This design comes from an exercise in tuning for small area, a short achievable clock period and few clock cycles on the open sky130 flow, not from production work. The RTL was checked by simulation tests, not by an equivalence proof against the original design. Power figures rest on the tool's default switching activity, not on a simulated workload.

==> flow/design.v (outline; a module is shown in full before it is edited, if it fits) <==
// module pfpp_engine: 1047 lines
module pfpp_engine (
    input  wire         clk,
    input  wire         rst,
    input  wire         cmd_valid,
    input  wire [63:0]  cmd_word,
    output wire         busy,
    output reg  [3:0]   err,
    output wire [31:0]  result,
    output reg  [127:0] dirty,
    input  wire         cfg_coalesce,
    input  wire [31:0]  cfg_opc,        
    input  wire [15:0]  cfg_nopb,       
    input  wire [2:0]   cfg_rowlen,
    input  wire [2:0]   cfg_endlen,
    input  wire [12:0]  cfg_src_len,    
    input  wire [8:0]   cfg_pal_len,    
    output wire [6:0]   fb_addr,
    output wire         fb_we,
    output wire [127:0] fb_wdata,
    input  wire [127:0] fb_rdata,
    output wire [11:0]  src_addr,
    input  wire [7:0]   src_rdata,
    output wire [7:0]   pal_addr,
    input  wire [23:0]  pal_rdata,
    output reg          bus_req,
    output reg  [1:0]   bus_kind,
    output reg  [7:0]   bus_byte,
    input  wire         bus_done,
    input  wire         bus_err
);
  // ...
==> flow/flow/run.sh <==
#!/bin/bash
set -euo pipefail
MARGIN=$(cat flow/margin.txt)
bash standard.sh SETUP_SLACK_MARGIN=$MARGIN finish > layout_make.log 2>&1
==> flow/flow/margin.txt <==
6.5
==> flow/standard.sh <==
#!/bin/bash
# synth_recipe.tcl (not shown) runs the flow's synth.tcl, then flattens the netlist and writes it again
# the make line also repeats each setting of config.mk as NAME=value (left out here)
make -C /OpenROAD-flow-scripts/flow DESIGN_CONFIG=/design/flow/config.mk WORK_HOME=/design/flow/orfs CLKGATE_MAP_FILE= SYNTH_SCRIPT=/design/flow/synth_recipe.tcl "${@:-finish}"
==> flow/config.mk <==
export PLATFORM = sky130hd
export DESIGN_NAME = pfpp_engine
export DESIGN_NICKNAME = pfpp_engine
export VERILOG_FILES = /design/flow/design.v
export SDC_FILE = /design/flow/constraint.sdc
export NUM_CORES = 4
export LEC_CHECK = 0
export CAP_MARGIN = 20
export CORE_MARGIN = 2
export CORE_UTILIZATION = 40
export SETUP_SLACK_MARGIN = 5
export SLEW_MARGIN = 20
==> flow/constraint.sdc <==
create_clock -name core_clock -period 10.0 [get_ports {clk}]
set_input_delay 2.0000 -clock core_clock [delete_from_list [all_inputs] [get_ports {clk}]]
set_output_delay 2.0000 -clock core_clock [all_outputs]
set_load 0.01 [all_outputs]
==> impl_metrics.env, run 1 <==
export IMPL_status="complete, no violations"
export IMPL_finalCritPeriodShare_pct=35.2
export IMPL_yosysMostFrequentCell="nor2_1"
export IMPL_tap_cells=1144
export IMPL_r2r_cells=8
export IMPL_synth_simple_area_share_pct=17.0
export IMPL_clk_pin_slew_ns=0.06
export IMPL_cts_root_buf="clkbuf_16"
export IMPL_cp_endpoint="tk[1]$_SDFFCE_PN0P_"
export IMPL_skew_ns=0.0249
export IMPL_regArea_sq_mm=0.0129
export IMPL_highest_layer="met5"
export IMPL_seqPwrFrac_pct=36.4
export IMPL_buf_share_pct=15.0
export IMPL_async_reset_ff_share_pct=0
export IMPL_synth_compound_area_share_pct=15.8
export IMPL_grt_pass1_wl_um=208000
export IMPL_multi_input_cells=2712
export IMPL_hold_ws_ns=0.432
export IMPL_largest_cell_class="multi-input combinational cells"
export IMPL_die_h_um=297
export IMPL_dr_pass1_iters=6
export IMPL_path_buf_inv=1
export IMPL_internal_power_mw=4.68
export IMPL_dr_total_vias=31800
export IMPL_start_util_pct=40.4
export IMPL_wl_per_cell_um=26.3
export IMPL_final_common_cell="nor2_1"
export IMPL_p_seq_mw=2.54
export IMPL_drive_gt1_share_pct=15.0
export IMPL_max_stage_delay_ns=0.68
export IMPL_clock_fmax_mhz=284
export IMPL_synth_xor_area_share_pct=2.16
export IMPL_syn_area_sq_mm=0.0344
export IMPL_holdPathEnd="v5$_SDFF_PP0_"
export IMPL_place_inst=5261
export IMPL_coreArea_sq_mm=0.0853
export IMPL_ys_warn_count=1
export IMPL_cp_depth=5
export IMPL_critPathKind="primary input to register"
export IMPL_drcViolationCount=0
export IMPL_synth_top_cells_by_count="440 x nor2_1, 312 x a21oi_1, 261 x dfxtp_1, 252 x edfxtp_1, 226 x inv_1"
export IMPL_area_share_clock_buf_inv_pct=4.76
export IMPL_tns_ns=0
Testbench counts, summed over its fixed seeds: cycles 443,746.
==> inputs of run 2 (changes only) <==
--- a/flow/config.mk
+++ b/flow/config.mk
@@ -5,6 +5,7 @@
 export SDC_FILE = /design/flow/constraint.sdc
 export NUM_CORES = 4
 export LEC_CHECK = 0
+export ABC_AREA = 1
 export CAP_MARGIN = 20
 export CORE_MARGIN = 2
 export CORE_UTILIZATION = 40
==> impl_metrics.env, run 2 <==
export IMPL_netSwitchingFraction_pct=34.9
export IMPL_clk_pin_slew_ns=0.06
export IMPL_die_x_um=298
export IMPL_wl_per_cell_um=23.4
export IMPL_yosysTopAreaCell="edfxtp_1"
export IMPL_internal_power_mw=4.71
export IMPL_pre_cts_ws_ns=5.15
export IMPL_drcViolationCount=0
export IMPL_powerDensity_mw_per_mm2=164
export IMPL_power_frac_comb_pct=31.8
export IMPL_netlist_instances=4570
export IMPL_crit_required_ns=10.35
export IMPL_worstHoldPathType="register to register"
export IMPL_fp_dieArea_sq_mm=0.0889
export IMPL_slew_viol_final=0
export IMPL_numClockSinks=513
export IMPL_coreArea_sq_mm=0.0854
export IMPL_synth_top_area_share_pct=21.9
export IMPL_io_buffers=620
export IMPL_syn_area_sq_mm=0.0346
export IMPL_crit_slowest_cell="o21ai_0"
export IMPL_yosysUniqueCellTypes=73
export IMPL_nFillCells=8568
export IMPL_numCtsBuffers=61
export IMPL_slew_headroom_pct=29.1
export IMPL_grt_max_degree=124
export IMPL_synth_top_family_by_area="compound AO/OA/AOI/OAI gates"
export IMPL_fin_nets=5656
export IMPL_synth_edff_count=252
export IMPL_synth_compound_area_share_pct=21.3
export IMPL_cts_tree="yes"
export IMPL_wl_met3_um=15200
export IMPL_setup_ws_ns=6.48
export IMPL_rrSetupSlack_ns=6.59
export IMPL_worst_endpoint_arrival_ns=3.87
export IMPL_dr_total_vias=35700
export IMPL_yosysMostFrequentCell="nand2_1"
export IMPL_std_cell_rows=107
export IMPL_crit_path_frequent_cell="o21ai_0"
export IMPL_start_util_pct=40.5
export IMPL_pwr_share_clk_pct=32.6
export IMPL_cp_start_kind="primary input"
export IMPL_finalHoldViolCount=0
export IMPL_status="complete, no violations"
export IMPL_reg2reg_from="xr[2]$_DFFE_PP_"
export IMPL_ys_warn_count=1
export IMPL_cap_violations=0
export IMPL_h_tree_depth=2
export IMPL_wl_um=148000
export IMPL_reg_top3="dirty: 128 flops, rb: 128 flops, palreg: 24 flops"
export IMPL_drive_gt1_share_pct=8.53
export IMPL_critPathKind="primary input to register"
export IMPL_peakVddDrop_v=0.000207
export IMPL_skew_ns=0.0293
export IMPL_r2r_end="rb[127]$_DFFE_PP_"
export IMPL_synth_top_cells_by_count="696 x nand2_1, 625 x inv_1, 548 x nor2_1, 543 x a21oi_1, 429 x o21ai_0"
export IMPL_regArea_sq_mm=0.0129
export IMPL_synth_xor_area_share_pct=0.759
export IMPL_crit_fanout=2
export IMPL_r2r_cells=5
export IMPL_cts_root_buf="clkbuf_16"
export IMPL_path_cells="clkdlybuf4s50_1 > nor2_1 > o21ai_0 > o21ai_0 > o221ai_1 > a22oi_1"
export IMPL_fin_crit_ns=3.52
export IMPL_syn_area_per_cell_sq_um=7.58
export IMPL_seq_area_frac_synth_pct=36.9
export IMPL_p_leak_nw=19.5
export IMPL_finalCritPeriodShare_pct=35.2
export IMPL_ys_flop_type="dfxtp_1"
export IMPL_end_kind="register"
export IMPL_max_stage_delay_ns=0.58
export IMPL_yosys_top_cells_area="edfxtp_1 22%, dfxtp_1 15%, a21oi_1 7.8%, nand2_1 7.5%, fa_1 6.9%"
export IMPL_grt_overflow_total=0
export IMPL_seqPwrFrac_pct=35.6
export IMPL_wl_met2_um=66200
export IMPL_holdPathEnd="boff_d[0]$_DFF_P_"
export IMPL_grt_pass1_vias=33200
export IMPL_synthAdderAreaFrac_pct=10.5
export IMPL_clkLatencyLatePin_ns=0.66
export IMPL_synth_seq_cells=513
export IMPL_gp_congestion=0.971
export IMPL_hold_start="fe[0]$_DFFE_PP_"
export IMPL_syn_to_final_growth_pct=27.4
export IMPL_worst_slew_pin_transition_ns=1.06
export IMPL_ant_nets=0
export IMPL_synth_simple_area_share_pct=20.8
export IMPL_clk_path_buf_depth=3
export IMPL_p_switching_mw=2.53
export IMPL_track_usage_pct=31.9
export IMPL_clock_fmax_mhz=284
export IMPL_tns_ns=0
export IMPL_hold_path_cell_count=0
export IMPL_synthMuxAreaShare_pct=0.0614
export IMPL_highest_layer="met5"
export IMPL_async_reset_ff_share_pct=0
export IMPL_mostFrequentLayoutCells="684 x nand2_1, 614 x inv_1, 538 x a21oi_1"
export IMPL_dr_pass1_iters=6
export IMPL_multi_input_area_sq_mm=0.0189
export IMPL_die_h_um=298
export IMPL_final_common_cell="nand2_1"
export IMPL_final_util_pct=51.7
export IMPL_io_pins=638
export IMPL_antenna_found_initial=12
export IMPL_detail_route_vias_per_cell=5.63
export IMPL_grt_pass1_wl_um=215000
export IMPL_rsz0062_at_grt="true"
export IMPL_holdBufCountCts=0
export IMPL_met1_length_um=60800
export IMPL_setup_viol=0
export IMPL_dp_hpwl_um=114000
export IMPL_first_iter_violations=4196
-- run 2: changes by cell type after synthesis, sizes merged, moves of 128 or more --
cell / before / now
nand2: 205 / 716
inv: 226 / 640
o21ai: 134 / 440
a21oi: 312 / 555
mux2: 162 / 1
mux2i: 149 / 1
nor2: 440 / 568
-- run 2: critical path, delay by kind of cell --
family          cells  cell delay [ns]
buf+inv             1             0.50
compound gates      4             1.31
simple gates        1             0.05
-- run 2: through the flow --
stage / hold WS [ns] / power (mW) / area (sq um) / instances
floorplan: 0.378 / 4.06 / 34700 / 4586
global placement: 0.394 / 4.84 / 41700 / 6175
detailed placement: 0.398 / 4.88 / 41700 / 6176
CTS: 0.412 / 7.24 / 43800 / 6317
global route: 0.438 / 7.67 / 44100 / 6335
finish: 0.408 / 7.24 / 44100 / 6335
-- run 2: worst max-delay path by stage --
stage / to / startpoint / slack [ns] / depth (start not counted)
detailed placement: xr[0]$_DFFE_PP_ / cmd_word[2] / 5.15 / 10
global placement: state[5]$_SDFFE_PP0P_ / rst / 4.98 / 6
finish: bus_byte[4]$_DFFE_PP_ / fb_rdata[115] / 6.48 / 6
floorplan: dq_addr[0]$_DFFE_PP_ / rst / 6.51 / 7
CTS: xr[1]$_DFFE_PP_ / cmd_word[0] / 6.46 / 7
global route: err[2]$_SDFFE_PP0P_ / cfg_src_len[4] / 6.44 / 19
-- run 2: power groups by stage --
stage          registers, mW  clock network, mW  logic [mW]
2_1_floorplan           2.56                  0        1.50
3_3_place_gp            2.63                  0        2.21
3_5_place_dp            2.63                  0        2.24
4_1_cts                 2.58               2.39        2.27
5_1_grt                 2.59               2.47        2.61
6_report                2.58               2.36        2.30
-- run 2: kinds of logic after synthesis --
group,Yosys count
AOI/OAI and AO/OA,1286
xor gates and xnor gates,30
adders and majority gates,219
buffers and inverters,848
DFF,513
muxes,2
other,1
and+or+nand+nor,1671
-- run 2: what timing repair did --
item | 4_1_cts | 5_1_grt
pin swaps | 7 | 16
gates cloned | 1 | 0
resized for setup | 387 | 71
buffers inserted | 25 | 10
setup endpoints to repair | 575 | 315
-- run 2: layer usage --
metal / vias up / track usage (%)
li1: 16600 / -
met1: 16800 / 43.6
met2: 2004 / 49.6
met3: 283 / 6.56
met4: 2 / 12.2
met5: - / 0
-- run 2: layout make-up --
cell class	instances	share of cell area, %
multi-input cells	3226	42.9
clock buffers	83	4.04
diodes	8	0.0454
flip-flops and latches	513	29.1
well taps	1144	3.24
clock inverters	32	0.709
repair buffers	682	14.4
inverters	647	5.55
==> inputs of run 3 (changes only) <==
==> flow/flow/run.sh (replaced) <==
#!/bin/bash
set -euo pipefail
MARGIN=$(cat flow/margin.txt)
PORTBUF=$(cat flow/portbuf.txt)
bash standard.sh SETUP_SLACK_MARGIN=$MARGIN "BUFFER_PORTS_ARGS=-buffer_cell $PORTBUF" finish > layout_make.log 2>&1
==> flow/flow/margin.txt (replaced) <==
7.0
==> flow/flow/portbuf.txt (new file) <==
sky130_fd_sc_hd__buf_1
--- a/flow/config.mk
+++ b/flow/config.mk
@@ -5,7 +5,6 @@
 export SDC_FILE = /design/flow/constraint.sdc
 export NUM_CORES = 4
 export LEC_CHECK = 0
-export ABC_AREA = 1
 export CAP_MARGIN = 20
 export CORE_MARGIN = 2
 export CORE_UTILIZATION = 40
==> impl_metrics.env, run 3 <==
export IMPL_crit_slowest_cell="edfxtp_1"
export IMPL_grt_overflow_total=0
export IMPL_numCtsBuffers=60
export IMPL_ys_flop_type="dfxtp_1"
export IMPL_critical_path_top_delay_family="flip-flops"
export IMPL_tns_ns=0
export IMPL_slew_headroom_pct=20.6
export IMPL_io_buffers=620
export IMPL_clk_path_buf_depth=3
export IMPL_netlist_instances=3694
export IMPL_worst_slew_pin_transition_ns=1.19
export IMPL_dr_pass1_iters=10
export IMPL_yosysMostFrequentCell="nor2_1"
export IMPL_grt_max_degree=107
export IMPL_crit_fanout=2
export IMPL_p_leak_nw=18.9
export IMPL_peakVddDrop_v=0.000155
export IMPL_path_cells="buf_1"
export IMPL_drive_gt1_share_pct=32.1
export IMPL_dr_total_vias=33500
export IMPL_rsz0062_at_grt="true"
export IMPL_cp_start_kind="register"
export IMPL_finalHoldViolCount=0
export IMPL_p_switching_mw=2.32
export IMPL_wl_um=147000
export IMPL_cts_tree="yes"
export IMPL_cap_violations=0
export IMPL_status="complete, no violations"
export IMPL_drcViolationCount=0
export IMPL_seq_area_frac_synth_pct=37.1
export IMPL_wl_per_cell_um=26.1
export IMPL_end_kind="output port"
export IMPL_syn_area_sq_mm=0.0344
export IMPL_synth_seq_cells=513
export IMPL_detail_route_vias_per_cell=5.92
export IMPL_finalCritPeriodShare_pct=33.8
export IMPL_cts_root_buf="clkbuf_16"
export IMPL_clk_pin_slew_ns=0.06
export IMPL_setup_viol=0
export IMPL_path_buf_inv=1
export IMPL_internal_power_mw=4.65
export IMPL_crit_required_ns=8.00
export IMPL_power_mw=6.97
export IMPL_grt_pass1_wl_um=215000
export IMPL_start_util_pct=40.4
export IMPL_max_stage_delay_ns=0.53
export IMPL_clock_fmax_mhz=296
export IMPL_coreArea_sq_mm=0.0853
export IMPL_std_cell_rows=107
export IMPL_track_usage_pct=31.9
export IMPL_final_common_cell="nor2_1"
export IMPL_synth_top_cells_by_count="440 x nor2_1, 312 x a21oi_1, 261 x dfxtp_1, 252 x edfxtp_1, 226 x inv_1"
export IMPL_power_frac_comb_pct=29.9
export IMPL_yosys_top_cells_area="edfxtp_1 22%, dfxtp_1 15%, fa_1 6.9%, mux2_2 5.3%, nor2_1 4.8%"
export IMPL_worst_endpoint_arrival_ns=1.38
export IMPL_die_h_um=297
export IMPL_numClockSinks=513
export IMPL_synth_top_area_share_pct=22.0
export IMPL_synth_edff_count=252
export IMPL_critPathKind="register to output port"
export IMPL_skew_ns=0.0363
export IMPL_clkLatencyLatePin_ns=0.66
export IMPL_ys_warn_count=1
export IMPL_syn_to_final_growth_pct=32.7
export IMPL_antenna_found_initial=7
export IMPL_ant_nets=0
export IMPL_yosysTopAreaCell="edfxtp_1"
export IMPL_h_tree_depth=2
export IMPL_first_iter_violations=3311
export IMPL_yosysUniqueCellTypes=87
export IMPL_mostFrequentLayoutCells="393 x nor2_1, 298 x a21oi_1, 293 x buf_1, 293 x buf_4, 252 x edfxtp_1"
export IMPL_grt_pass1_vias=32400
export IMPL_fin_crit_ns=3.38
export IMPL_seqPwrFrac_pct=35.9
export IMPL_die_x_um=297
export IMPL_fp_dieArea_sq_mm=0.0884
export IMPL_io_pins=638
export IMPL_async_reset_ff_share_pct=0
export IMPL_netSwitchingFraction_pct=33.3
export IMPL_reg_top3="dirty: 128 flops, rb: 128 flops, palreg: 24 flops"
export IMPL_dp_hpwl_um=105000
export IMPL_syn_area_per_cell_sq_um=9.32
export IMPL_slew_viol_final=0
export IMPL_worstHoldPathType="register to register"
export IMPL_fin_nets=4975
export IMPL_gp_congestion=0.968
export IMPL_powerDensity_mw_per_mm2=152
export IMPL_pwr_share_clk_pct=34.3
run 3: through the flow:
step                worst slack [ns]  hold slack (ns)  cells  area, sq um  util [%]
floorplan                       6.30            0.378   3710        35000         -
global route                    6.62            0.443   5647        45700      53.6
global placement                5.82            0.404   5250        37900      44.5
detailed placement              5.81            0.404   5252        38000      44.5
CTS                             6.60            0.434   5597        44400      52.1
finish                          6.62            0.429   5651        45700      53.6
run 3: what timing repair did:
action | in CTS | in global routing
resized for setup | 881 | 274
hold buffers | 0 | 0
pin swaps | 76 | 74
buffers inserted | 231 | 45
gates cloned | 2 | 2
setup endpoints to repair | 802 | 636
run 3: cells by family after synthesis:
family	Yosys count	synth area share (%)
AOI/OAI and AO/OA	851	15.8
xor gates and xnor gates	85	2.16
adders and majority gates	219	10.6
buffers and inverters	485	5.60
DFF	513	37.1
muxes	343	11.7
other	1	0.0109
and+or+nand+nor	1197	17.0
run 3: path summary, 6_finish.rpt:
path         slack [ns]        endpoint          startpoint  cells after the start
max                6.62     fb_wdata[7]     rb[7]$_DFFE_PP_                      1
min                0.43   v5$_SDFF_PP0_       v4$_SDFF_PP0_                      1
max reg2reg        6.79  ma[11]$_DFF_P_  palreg[21]$_DFF_P_                      8
min reg2reg        0.43   v5$_SDFF_PP0_       v4$_SDFF_PP0_                      1
run 3: per-layer routing:
layer	track usage (%)	vias up	share of wire (%)
met5	0	-	0.0054
met4	16.0	2	6.2
met3	6.03	463	8.6
met2	52.4	1836	47
met1	40.2	16300	38
li1	-	14900	-
run 3: power by group through the flow:
stage	combinational, mW	clock (mW)	sequential [mW]
after global routing	2.36	2.49	2.51
after CTS	2.02	2.41	2.50
final	2.08	2.39	2.50
after floorplan	1.28	0	2.52
after global placement	1.82	0	2.60
after detailed placement	1.83	0	2.60
run 3: area by class of cell:
class                      count  area [sq um]
multi-input combinational   2714         21400
tap                         1144          1430
antenna                        7          17.5
fill                        7764         39600
clock inverter                37           503
timing repair buffer         934          6570
clock buffer                  75          1610
inverter                     227           865
sequential                   513         13300
run 3: worst register-to-register path, stage by stage (launching register included):
cell,delay (ns)
dfxtp_4,0.37
buf_6,0.12
fa_2,0.56
inv_2,0.05
fa_1,0.47
fa_1,0.51
inv_1,0.05
fa_2,0.54
fa_2,0.42
==> inputs of run 4 (changes only) <==
==> flow/flow/margin.txt (replaced) <==
6.5
--- a/flow/config.mk
+++ b/flow/config.mk
@@ -8,5 +8,6 @@
 export CAP_MARGIN = 20
 export CORE_MARGIN = 2
 export CORE_UTILIZATION = 40
+export CTS_BUF_LIST = sky130_fd_sc_hd__clkbuf_8
 export SETUP_SLACK_MARGIN = 5
 export SLEW_MARGIN = 20
==> impl_metrics.env, run 4 <==
export IMPL_status="complete, no violations"
export IMPL_finalCritPeriodShare_pct=35.3
export IMPL_cap_violations=0
export IMPL_numClockSinks=513
export IMPL_first_iter_violations=3376
export IMPL_final_common_cell="buf_1"
export IMPL_critPathKind="register to register"
export IMPL_rsz0062_at_grt="true"
export IMPL_ant_nets=0
export IMPL_clkLatencyLatePin_ns=0.74
export IMPL_top_usage_layer="met2"
export IMPL_syn_to_final_growth_pct=16.7
export IMPL_setup_ws_ns=6.47
export IMPL_setup_viol=0
export IMPL_finalHoldViolCount=0
export IMPL_std_cell_rows=107
export IMPL_grt_pass1_vias=30400
export IMPL_worst_slew_pin_transition_ns=1.12
export IMPL_synth_seq_cells=513
export IMPL_met2_usage_pct=50.7
export IMPL_netlist_instances=3694
export IMPL_fin_nets=4772
export IMPL_synth_top_cells_by_count="440 x nor2_1, 312 x a21oi_1, 261 x dfxtp_1, 252 x edfxtp_1, 226 x inv_1"
export IMPL_powerDensity_mw_per_mm2=164
export IMPL_cp_start_kind="register"
export IMPL_crit_fanout=13
export IMPL_syn_area_sq_mm=0.0344
export IMPL_yosysUniqueCellTypes=87
export IMPL_die_x_um=297
export IMPL_power_mw=6.60
export IMPL_pre_cts_ws_ns=5.35
export IMPL_gp_congestion=0.992
export IMPL_clk_pin_slew_ns=0.06
export IMPL_async_reset_ff_share_pct=0
export IMPL_grt_pass1_wl_um=202000
export IMPL_seq_area_frac_synth_pct=37.1
export IMPL_worstHoldPathType="register to register"
export IMPL_crit_path_frequent_cell="nor2_1"
export IMPL_worst_endpoint_arrival_ns=3.99
export IMPL_ys_flop_type="dfxtp_1"
export IMPL_dp_hpwl_um=105000
export IMPL_wl_per_cell_um=25.3
export IMPL_syn_area_per_cell_sq_um=9.32
export IMPL_fin_crit_ns=3.53
export IMPL_io_buffers=620
export IMPL_fp_dieArea_sq_mm=0.0884
export IMPL_track_usage_pct=30.3
export IMPL_coreArea_sq_mm=0.0853
export IMPL_end_kind="register"
export IMPL_dr_pass1_iters=7
export IMPL_clk_path_buf_depth=3
export IMPL_reg_top3="dirty: 128 flops, rb: 128 flops, palreg: 24 flops"
export IMPL_path_cells="inv_1 > ha_1 > and4_2 > nor2_1 > nand2_1 > nor2_1 > nor2_1 > o21bai_1 > mux2_2"
export IMPL_detail_route_vias_per_cell=5.84
export IMPL_p_leak_nw=16.0
export IMPL_grt_overflow_total=0
export IMPL_start_util_pct=40.4
export IMPL_cts_root_buf="clkbuf_8"
export IMPL_yosys_top_cells_area="edfxtp_1 22%, dfxtp_1 15%, fa_1 6.9%, mux2_2 5.3%, nor2_1 4.8%"
export IMPL_ys_warn_count=1
export IMPL_stdcell_area_sq_mm=0.0402
export IMPL_crit_required_ns=10.46
export IMPL_skew_ns=0.0430
export IMPL_met3_usage_pct=5.69
export IMPL_rrSetupSlack_ns=6.47
export IMPL_drcViolationCount=0
export IMPL_io_pins=638
export IMPL_yosysMostFrequentCell="nor2_1"
export IMPL_mostFrequentLayoutCells="609 x buf_1, 431 x nor2_1, 307 x a21oi_1"
export IMPL_clock_fmax_mhz=283
export IMPL_groute_layer_met1_usage_pct=38.2
export IMPL_peakVddDrop_v=0.000164
export IMPL_cts_tree="yes"
export IMPL_yosysTopAreaCell="edfxtp_1"
export IMPL_max_stage_delay_ns=0.61
export IMPL_antenna_found_initial=12
export IMPL_synth_top_area_share_pct=22.0
export IMPL_crit_slowest_cell="edfxtp_1"
export IMPL_slew_headroom_pct=25.2
export IMPL_grt_max_degree=99
export IMPL_h_tree_depth=3
export IMPL_tns_ns=0
export IMPL_die_h_um=297
export IMPL_slew_viol_final=0
export IMPL_numCtsBuffers=99
export IMPL_dr_total_vias=32000
export IMPL_drive_gt1_share_pct=12.8
export IMPL_synth_edff_count=252
export IMPL_wl_um=139000
export IMPL_placed_area_sq_mm=0.0377
==> run 4: final cells by class <==
class | instances | area [sq um]
fill | 8420 | 45100
timing repair buffer | 694 | 2940
antenna | 10 | 25.0
inverter | 227 | 865
clock buffer | 117 | 1610
sequential | 513 | 12800
clock inverter | 66 | 367
multi-input combinational | 2712 | 20100
tap | 1144 | 1430
==> run 4: cell families (layout without fill, tap and decap cells) <==
logic type | after synthesis | count (layout) | synth area share, %
xor gates and xnor gates | 85 | 85 | 2.16
adders and majority gates | 219 | 219 | 10.6
and+or+nand+nor | 1197 | 1197 | 17.0
AOI/OAI and AO/OA | 851 | 851 | 15.8
other | 1 | 27 | 0.0109
buffers and inverters | 485 | 1104 | 5.60
DFF | 513 | 513 | 37.1
muxes | 343 | 343 | 11.7
==> run 4: what timing repair did <==
| action | CTS | global route |
|---|---|---|
| resized for setup | 29 | 36 |
| hold buffers | 0 | 0 |
| buffers inserted | 11 | 20 |
| pin swaps | 2 | 4 |
| setup endpoints to repair | 93 | 123 |
==> run 4: critical path: cells and delay by family (launching register included) <==
family / cells / cell delay [ns]
multiplexers: 1 / 0.37
adder cells (fa/ha/maj): 1 / 0.35
AND/OR/NAND/NOR: 5 / 1.45
flip-flops: 1 / 0.61
buffers and inverters: 1 / 0.20
AO/OA/AOI/OAI: 1 / 0.29
==> run 4: per-layer routing <==
metal  wire, um  vias up  share of wire, %
li1           -    14500                 -
met1      55100    15600                40
met2      65900     1615                48
met3      10900      332               7.9
met4       6770        4               4.9
met5         27        -             0.019
==> run 4: worst paths after layout <==
check	from	end	cells past startpoint
max	xr[4]$_DFFE_PP_	rb[31]$_DFFE_PP_	9
max reg2reg	xr[4]$_DFFE_PP_	rb[31]$_DFFE_PP_	9
min	fe[0]$_DFFE_PP_	boff_d[0]$_DFF_P_	0
min reg2reg	fe[0]$_DFFE_PP_	boff_d[0]$_DFF_P_	0
==> run 4: power by group <==
part	switching (mW)	internal, mW
clock network	1.01	1.12
registers	0.145	2.40
logic	1.14	0.795
total	2.29	4.31
==> run 4: per-stage QoR <==
step	hold WS, ns	std cells	util, %
after floorplan	0.378	3710	-
after global placement	0.393	5259	44.2
after detailed placement	0.399	5259	44.2
after CTS	0.407	5453	46.7
after global routing	0.457	5477	47.1
final	0.417	5483	47.1
==> inputs of run 5 (changes only) <==
==> flow/flow/margin.txt (replaced) <==
6.75
==> impl_metrics.env, run 5 <==
export IMPL_status="complete, no violations"
export IMPL_syn_to_final_growth_pct=26.3
export IMPL_synthMuxAreaShare_pct=11.7
export IMPL_synth_compound_area_share_pct=15.8
export IMPL_met1_length_um=56200
export IMPL_cts_root_buf="clkbuf_8"
export IMPL_fp_dieArea_sq_mm=0.0884
export IMPL_worst_slew_pin_transition_ns=1.12
export IMPL_dr_total_vias=33100
export IMPL_slew_viol_final=0
export IMPL_h_tree_depth=3
export IMPL_finalHoldViolCount=0
export IMPL_start_util_pct=40.4
export IMPL_detail_route_vias_per_cell=5.87
export IMPL_finalCritPeriodShare_pct=33.9
export IMPL_grt_max_degree=104
export IMPL_max_stage_delay_ns=0.49
export IMPL_synth_xor_area_share_pct=2.16
export IMPL_final_common_cell="nor2_1"
export IMPL_io_buffers=620
export IMPL_synth_seq_cells=513
export IMPL_cts_tree="yes"
export IMPL_p_leak_nw=18.2
export IMPL_grt_overflow_total=0
export IMPL_track_usage_pct=31.5
export IMPL_skew_ns=0.0877
export IMPL_pwr_share_clk_pct=31.5
export IMPL_synthAdderAreaFrac_pct=10.6
export IMPL_gp_congestion=0.998
export IMPL_p_switching_mw=2.30
export IMPL_yosysUniqueCellTypes=87
export IMPL_seqPwrFrac_pct=38.1
export IMPL_async_reset_ff_share_pct=0
export IMPL_critPathKind="register to output port"
export IMPL_grt_pass1_vias=32000
export IMPL_setup_ws_ns=6.61
export IMPL_wl_per_cell_um=25.6
export IMPL_crit_slowest_cell="edfxtp_1"
export IMPL_antenna_found_initial=14
export IMPL_critical_path_top_delay_family="flip-flops"
export IMPL_numClockSinks=513
export IMPL_coreArea_sq_mm=0.0853
export IMPL_seq_area_frac_synth_pct=37.1
export IMPL_final_util_pct=51.0
export IMPL_power_frac_comb_pct=30.4
export IMPL_netSwitchingFraction_pct=35.2
export IMPL_mostFrequentLayoutCells="422 x nor2_1, 328 x buf_1, 304 x a21oi_1"
export IMPL_clk_path_buf_depth=3
export IMPL_ys_warn_count=1
export IMPL_reg_top3="dirty: 128 flops, rb: 128 flops, palreg: 24 flops"
export IMPL_dp_hpwl_um=106000
export IMPL_peakVddDrop_v=0.000114
export IMPL_wl_um=144000
export IMPL_fin_crit_ns=3.39
export IMPL_synth_simple_area_share_pct=17.0
export IMPL_internal_power_mw=4.25
export IMPL_rsz0062_at_grt="true"
export IMPL_numCtsBuffers=94
export IMPL_path_cells="buf_1"
export IMPL_worst_endpoint_arrival_ns=1.39
export IMPL_setup_viol=0
export IMPL_synth_top_area_share_pct=22.0
export IMPL_tns_ns=0
export IMPL_dr_pass1_iters=8
export IMPL_yosysMostFrequentCell="nor2_1"
export IMPL_synth_edff_count=252
export IMPL_clock_fmax_mhz=295
export IMPL_syn_area_per_cell_sq_um=9.32
export IMPL_clk_pin_slew_ns=0.07
export IMPL_path_buf_inv=1
export IMPL_drcViolationCount=0
export IMPL_holdBufCountCts=0
export IMPL_fin_nets=4934
export IMPL_die_h_um=297
export IMPL_highest_layer="met5"
export IMPL_synth_top_cells_by_count="440 x nor2_1, 312 x a21oi_1, 261 x dfxtp_1, 252 x edfxtp_1, 226 x inv_1"
export IMPL_netlist_instances=3694
export IMPL_drive_gt1_share_pct=26.9
export IMPL_pre_cts_ws_ns=5.79
export IMPL_end_kind="output port"
export IMPL_io_pins=638
export IMPL_ys_flop_type="dfxtp_1"
export IMPL_crit_fanout=1
export IMPL_std_cell_rows=107
export IMPL_die_x_um=297
export IMPL_syn_area_sq_mm=0.0344
export IMPL_ant_nets=0
export IMPL_crit_required_ns=8.00
export IMPL_powerDensity_mw_per_mm2=151
export IMPL_yosysTopAreaCell="edfxtp_1"
export IMPL_wl_met2_um=68200
export IMPL_wl_met3_um=12500
export IMPL_synth_top_family_by_area="simple AND/OR/NAND/NOR gates"
export IMPL_clkLatencyLatePin_ns=0.76
export IMPL_slew_headroom_pct=25.0
export IMPL_cp_start_kind="register"
export IMPL_first_iter_violations=3254
export IMPL_worstHoldPathType="register to register"
export IMPL_grt_pass1_wl_um=211000
export IMPL_yosys_top_cells_area="edfxtp_1 22%, dfxtp_1 15%, fa_1 6.9%, mux2_2 5.3%, nor2_1 4.8%"
export IMPL_cap_violations=0
## run 5: area by class of cell
cell class                      count  area (sq um)
Sequential cell                   513         13300
Clock buffer                      111          1530
Timing Repair Buffer              860          5510
Antenna cell                        9          22.5
Fill cell                        8005         41800
Inverter                          227           865
Tap cell                         1144          1430
Multi-Input combinational cell   2713         20500
Clock inverter                     64           358
## run 5: worst register-to-register path: stages (launching register included)
cell	delay, ns
dfxtp_4	0.34
buf_4	0.15
or4_1	0.57
nor2_1	0.34
nand3_1	0.15
a211o_1	0.31
a211o_1	0.32
a31oi_1	0.54
xnor2_1	0.16
nor4b_2	0.30
## run 5: cells by family after synthesis
family / Yosys count
simple gates: 1197
compound gates: 851
xor+xnor: 85
other cells: 1
buf+inv: 485
mux: 343
fa+ha+maj: 219
flops: 513
## run 5: through the flow
step | hold slack (ns) | area, sq um | total power, mW | std cells
floorplan | 0.378 | 34800 | 3.80 | 3710
global placement | 0.414 | 37800 | 4.42 | 5256
detailed placement | 0.411 | 37800 | 4.44 | 5257
CTS | 0.395 | 42700 | 6.55 | 5602
global route | 0.420 | 43500 | 6.96 | 5636
finish | 0.428 | 43500 | 6.55 | 5641
## run 5: repair_timing
item	4_1_cts	5_1_grt
gates cloned	1	0
pin swaps	27	39
setup buffers	169	29
setup endpoints to repair	664	501
resized for setup	687	205
## run 5: worst paths after layout
kind | from | end | slack [ns] | depth (start not counted)
max | rb[0]$_DFFE_PP_ | fb_wdata[0] | 6.61 | 1
min | v1$_SDFFE_PN0P_ | v2$_SDFF_PP0_ | 0.43 | 1
max reg2reg | dirty[35]$_SDFFE_PP0P_ | more_r$_DFF_P_ | 6.70 | 9
min reg2reg | v1$_SDFFE_PN0P_ | v2$_SDFF_PP0_ | 0.43 | 1
## run 5: power by group through the flow
stage	Sequential, mW	Combinational [mW]	Clock, mW
final	2.50	1.99	2.06
after global routing	2.51	2.26	2.18
after CTS	2.50	1.96	2.09
after detailed placement	2.59	1.85	0
after global placement	2.59	1.84	0
after floorplan	2.52	1.28	0
## run 5: layer usage
layer	vias up	track usage, %
met3	407	6.47
met5	-	0
met4	10	14.6
met2	1786	52.0
met1	16100	39.4
li1	14800	-
==> inputs of run 6 (changes only) <==
==> flow/flow/margin.txt (replaced) <==
6.5
--- a/flow/config.mk
+++ b/flow/config.mk
@@ -8,6 +8,5 @@
 export CAP_MARGIN = 20
 export CORE_MARGIN = 2
 export CORE_UTILIZATION = 40
-export CTS_BUF_LIST = sky130_fd_sc_hd__clkbuf_8
 export SETUP_SLACK_MARGIN = 5
 export SLEW_MARGIN = 20
==> impl_metrics.env, run 6 <==
export IMPL_synth_compound_area_share_pct=15.8
export IMPL_grt_max_degree=99
export IMPL_std_cell_rows=107
export IMPL_final_util_pct=47.3
export IMPL_final_cells=5411
export IMPL_crit_path_frequent_cell="nor2_1"
export IMPL_yosysUniqueCellTypes=87
export IMPL_finalCritPeriodShare_pct=35.5
export IMPL_cts_tree="yes"
export IMPL_r2r_cells=9
export IMPL_worst_slew_pin_transition_ns=1.14
export IMPL_syn_area_per_cell_sq_um=9.32
export IMPL_synth_simple_area_share_pct=17.0
export IMPL_crit_slowest_cell="edfxtp_1"
export IMPL_p_leak_nw=15.9
export IMPL_dr_pass1_iters=6
export IMPL_yosysMostFrequentCell="nor2_1"
export IMPL_fp_dieArea_sq_mm=0.0884
export IMPL_pwr_share_clk_pct=35.1
export IMPL_ys_warn_count=1
export IMPL_place_inst=5259
export IMPL_powerDensity_mw_per_mm2=171
export IMPL_synth_xor_area_share_pct=2.16
export IMPL_numClockSinks=513
export IMPL_clkLatencyLatePin_ns=0.63
export IMPL_synthAdderAreaFrac_pct=10.6
export IMPL_gp_congestion=0.992
export IMPL_wl_um=138000
export IMPL_drcViolationCount=0
export IMPL_clk_pin_slew_ns=0.06
export IMPL_die_x_um=297
export IMPL_mostFrequentLayoutCells="618 x buf_1, 431 x nor2_1, 306 x a21oi_1"
export IMPL_grt_pass1_wl_um=201000
export IMPL_worstHoldPathType="register to register"
export IMPL_nFillCells=8379
export IMPL_grt_overflow_total=0
export IMPL_io_buffers=620
export IMPL_grt_pass1_vias=30200
export IMPL_rsz0062_at_grt="true"
export IMPL_synthMuxAreaShare_pct=11.7
export IMPL_holdBufCountCts=0
export IMPL_yosysTopAreaCell="edfxtp_1"
export IMPL_cap_violations=0
export IMPL_coreArea_sq_mm=0.0853
export IMPL_tns_ns=0
export IMPL_netSwitchingFraction_pct=33.5
export IMPL_reg_top3="dirty: 128 flops, rb: 128 flops, palreg: 24 flops"
export IMPL_internal_power_mw=4.59
export IMPL_cts_root_buf="clkbuf_16"
export IMPL_path_cells="inv_1 > ha_1 > and4_2 > nor2_1 > nand2_1 > nor2_1 > nor2_1 > o21bai_1 > mux2_2"
export IMPL_numCtsBuffers=66
export IMPL_final_common_cell="buf_1"
export IMPL_detail_route_vias_per_cell=5.88
export IMPL_skew_ns=0.0255
export IMPL_track_usage_pct=30.2
export IMPL_slew_viol_final=0
export IMPL_peakVddDrop_v=0.000166
export IMPL_ant_nets=0
export IMPL_dr_total_vias=31800
export IMPL_path_buf_inv=1
export IMPL_start_util_pct=40.4
export IMPL_h_tree_depth=3
export IMPL_cp_depth=9
export IMPL_synth_top_area_share_pct=22.0
export IMPL_synth_edff_count=252
export IMPL_pre_cts_ws_ns=5.35
export IMPL_max_stage_delay_ns=0.61
export IMPL_wl_per_cell_um=25.6
export IMPL_clock_fmax_mhz=282
export IMPL_die_h_um=297
export IMPL_crit_fanout=13
export IMPL_power_frac_comb_pct=28.0
export IMPL_drive_gt1_share_pct=11.6
export IMPL_ys_flop_type="dfxtp_1"
export IMPL_worst_endpoint_arrival_ns=3.92
export IMPL_fin_nets=4731
export IMPL_yosys_top_cells_area="edfxtp_1 22%, dfxtp_1 15%, fa_1 6.9%, mux2_2 5.3%, nor2_1 4.8%"
export IMPL_syn_to_final_growth_pct=17.1
export IMPL_synth_top_cells_by_count="440 x nor2_1, 312 x a21oi_1, 261 x dfxtp_1, 252 x edfxtp_1, 226 x inv_1"
export IMPL_first_iter_violations=3446
export IMPL_synth_seq_cells=513
export IMPL_hold_ws_ns=0.422
export IMPL_fin_crit_ns=3.55
export IMPL_netlist_instances=3694
export IMPL_setup_viol=0
export IMPL_critPathKind="register to register"
export IMPL_seq_area_frac_synth_pct=37.1
export IMPL_slew_headroom_pct=24.1
export IMPL_finalHoldViolCount=0
export IMPL_crit_required_ns=10.37
export IMPL_syn_area_sq_mm=0.0344
export IMPL_cp_start_kind="register"
export IMPL_async_reset_ff_share_pct=0
export IMPL_io_pins=638
export IMPL_clk_path_buf_depth=3
export IMPL_antenna_found_initial=12
export IMPL_hold_path_cell_count=0
export IMPL_end_kind="register"
export IMPL_status="complete, no violations"
export IMPL_critical_path_top_delay_family="simple AND/OR/NAND/NOR gates"
export IMPL_setup_ws_ns=6.45
export IMPL_seqPwrFrac_pct=36.9
export IMPL_synth_top_family_by_area="simple AND/OR/NAND/NOR gates"
export IMPL_dp_hpwl_um=105000
export IMPL_p_switching_mw=2.32
==> run 6: cell counts after synthesis <==
Identical to the previous run, type by type.
==> run 6: kinds of logic after synthesis <==
logic type	Yosys count
AOI/OAI and AO/OA	851
xor gates and xnor gates	85
adders and majority gates	219
buffers and inverters	485
DFF	513
muxes	343
other	1
and+or+nand+nor	1197
==> run 6: layer usage <==
| layer | global-route usage, % | vias up | share of wire (%) |
|---|---|---|---|
| met5 | 0 | - | 0.030 |
| met4 | 11.5 | 6 | 4.5 |
| li1 | - | 14400 | - |
| met1 | 38.3 | 15400 | 39 |
| met2 | 50.9 | 1659 | 48 |
| met3 | 5.51 | 312 | 8.2 |
==> run 6: repair_timing <==
item | CTS | global route
endpoints found under the setup margin | 111 | 110
buffers inserted | 8 | 14
pin swaps | 5 | 4
cloned | 0 | 1
resized for setup | 26 | 30
==> run 6: through the flow <==
stage | power [mW] | area (sq um)
finish | 6.90 | 40300
global route | 7.29 | 40300
CTS | 6.94 | 40000
detailed placement | 4.51 | 37700
global placement | 4.49 | 37700
floorplan | 3.79 | 34700
==> run 6: path summary, 6_finish.rpt <==
kind	startpoint	slack, ns	to
min	fe[0]$_DFFE_PP_	0.42	boff_d[0]$_DFF_P_
min reg2reg	fe[0]$_DFFE_PP_	0.42	boff_d[0]$_DFF_P_
max	xr[4]$_DFFE_PP_	6.45	rb[31]$_DFFE_PP_
max reg2reg	xr[4]$_DFFE_PP_	6.45	rb[31]$_DFFE_PP_
==> run 6: power by group through the flow <==
| stage | Combinational (mW) | Clock [mW] | Sequential, mW |
|---|---|---|---|
| after floorplan | 1.27 | 0 | 2.52 |
| after global placement | 1.89 | 0 | 2.60 |
| after detailed placement | 1.91 | 0 | 2.60 |
| after CTS | 1.94 | 2.45 | 2.55 |
| after global routing | 2.19 | 2.53 | 2.56 |
| final | 1.93 | 2.43 | 2.55 |
==> run 6: final cells by class <==
cell class	instances	area (sq um)	area share, %
clock inverters	33	378	0.937
diodes	9	22.5	0.0558
multi-input cells	2712	20100	49.9
clock buffers	87	1770	4.39
repair buffers	686	2900	7.19
flip-flops and latches	513	12800	31.8
well taps	1144	1430	3.55
inverters	227	865	2.14

## port drivers added, routing unchanged
How much do the figures lean on ideal ports? The routed layouts below were timed once more, with nothing changed but the port constraints. Step 1, drivers: a clkbuf_16 drives clk and a buf_2 each remaining input, both assumed. Step 2 also shifts input and output timing later by t, the mid clock arrival at the registers, as if the neighbouring blocks saw the same clock. a / b / c = ideal ports / drivers / drivers and shift; a / b = the first two.
run	t (ns)	setup slack, ns	pins driven straight from the clock port
run 1	0.680	6.478 / 6.460 / 5.834	1
run 2	0.710	6.483 / 6.459 / 5.810	1
run 3	0.707	6.623 / 6.561 / 6.037	1
run 4	0.778	6.468 / 6.468 / 5.826	1
run 5	0.772	6.608 / 6.547 / 6.010	1
run 6	0.688	6.452 / 6.452 / 5.846	1
After both steps every run listed still meets setup and hold. For run 2, which loses most, drivers alone change the setup slack by -0.024 ns; drivers and shift together by -0.673 ns.
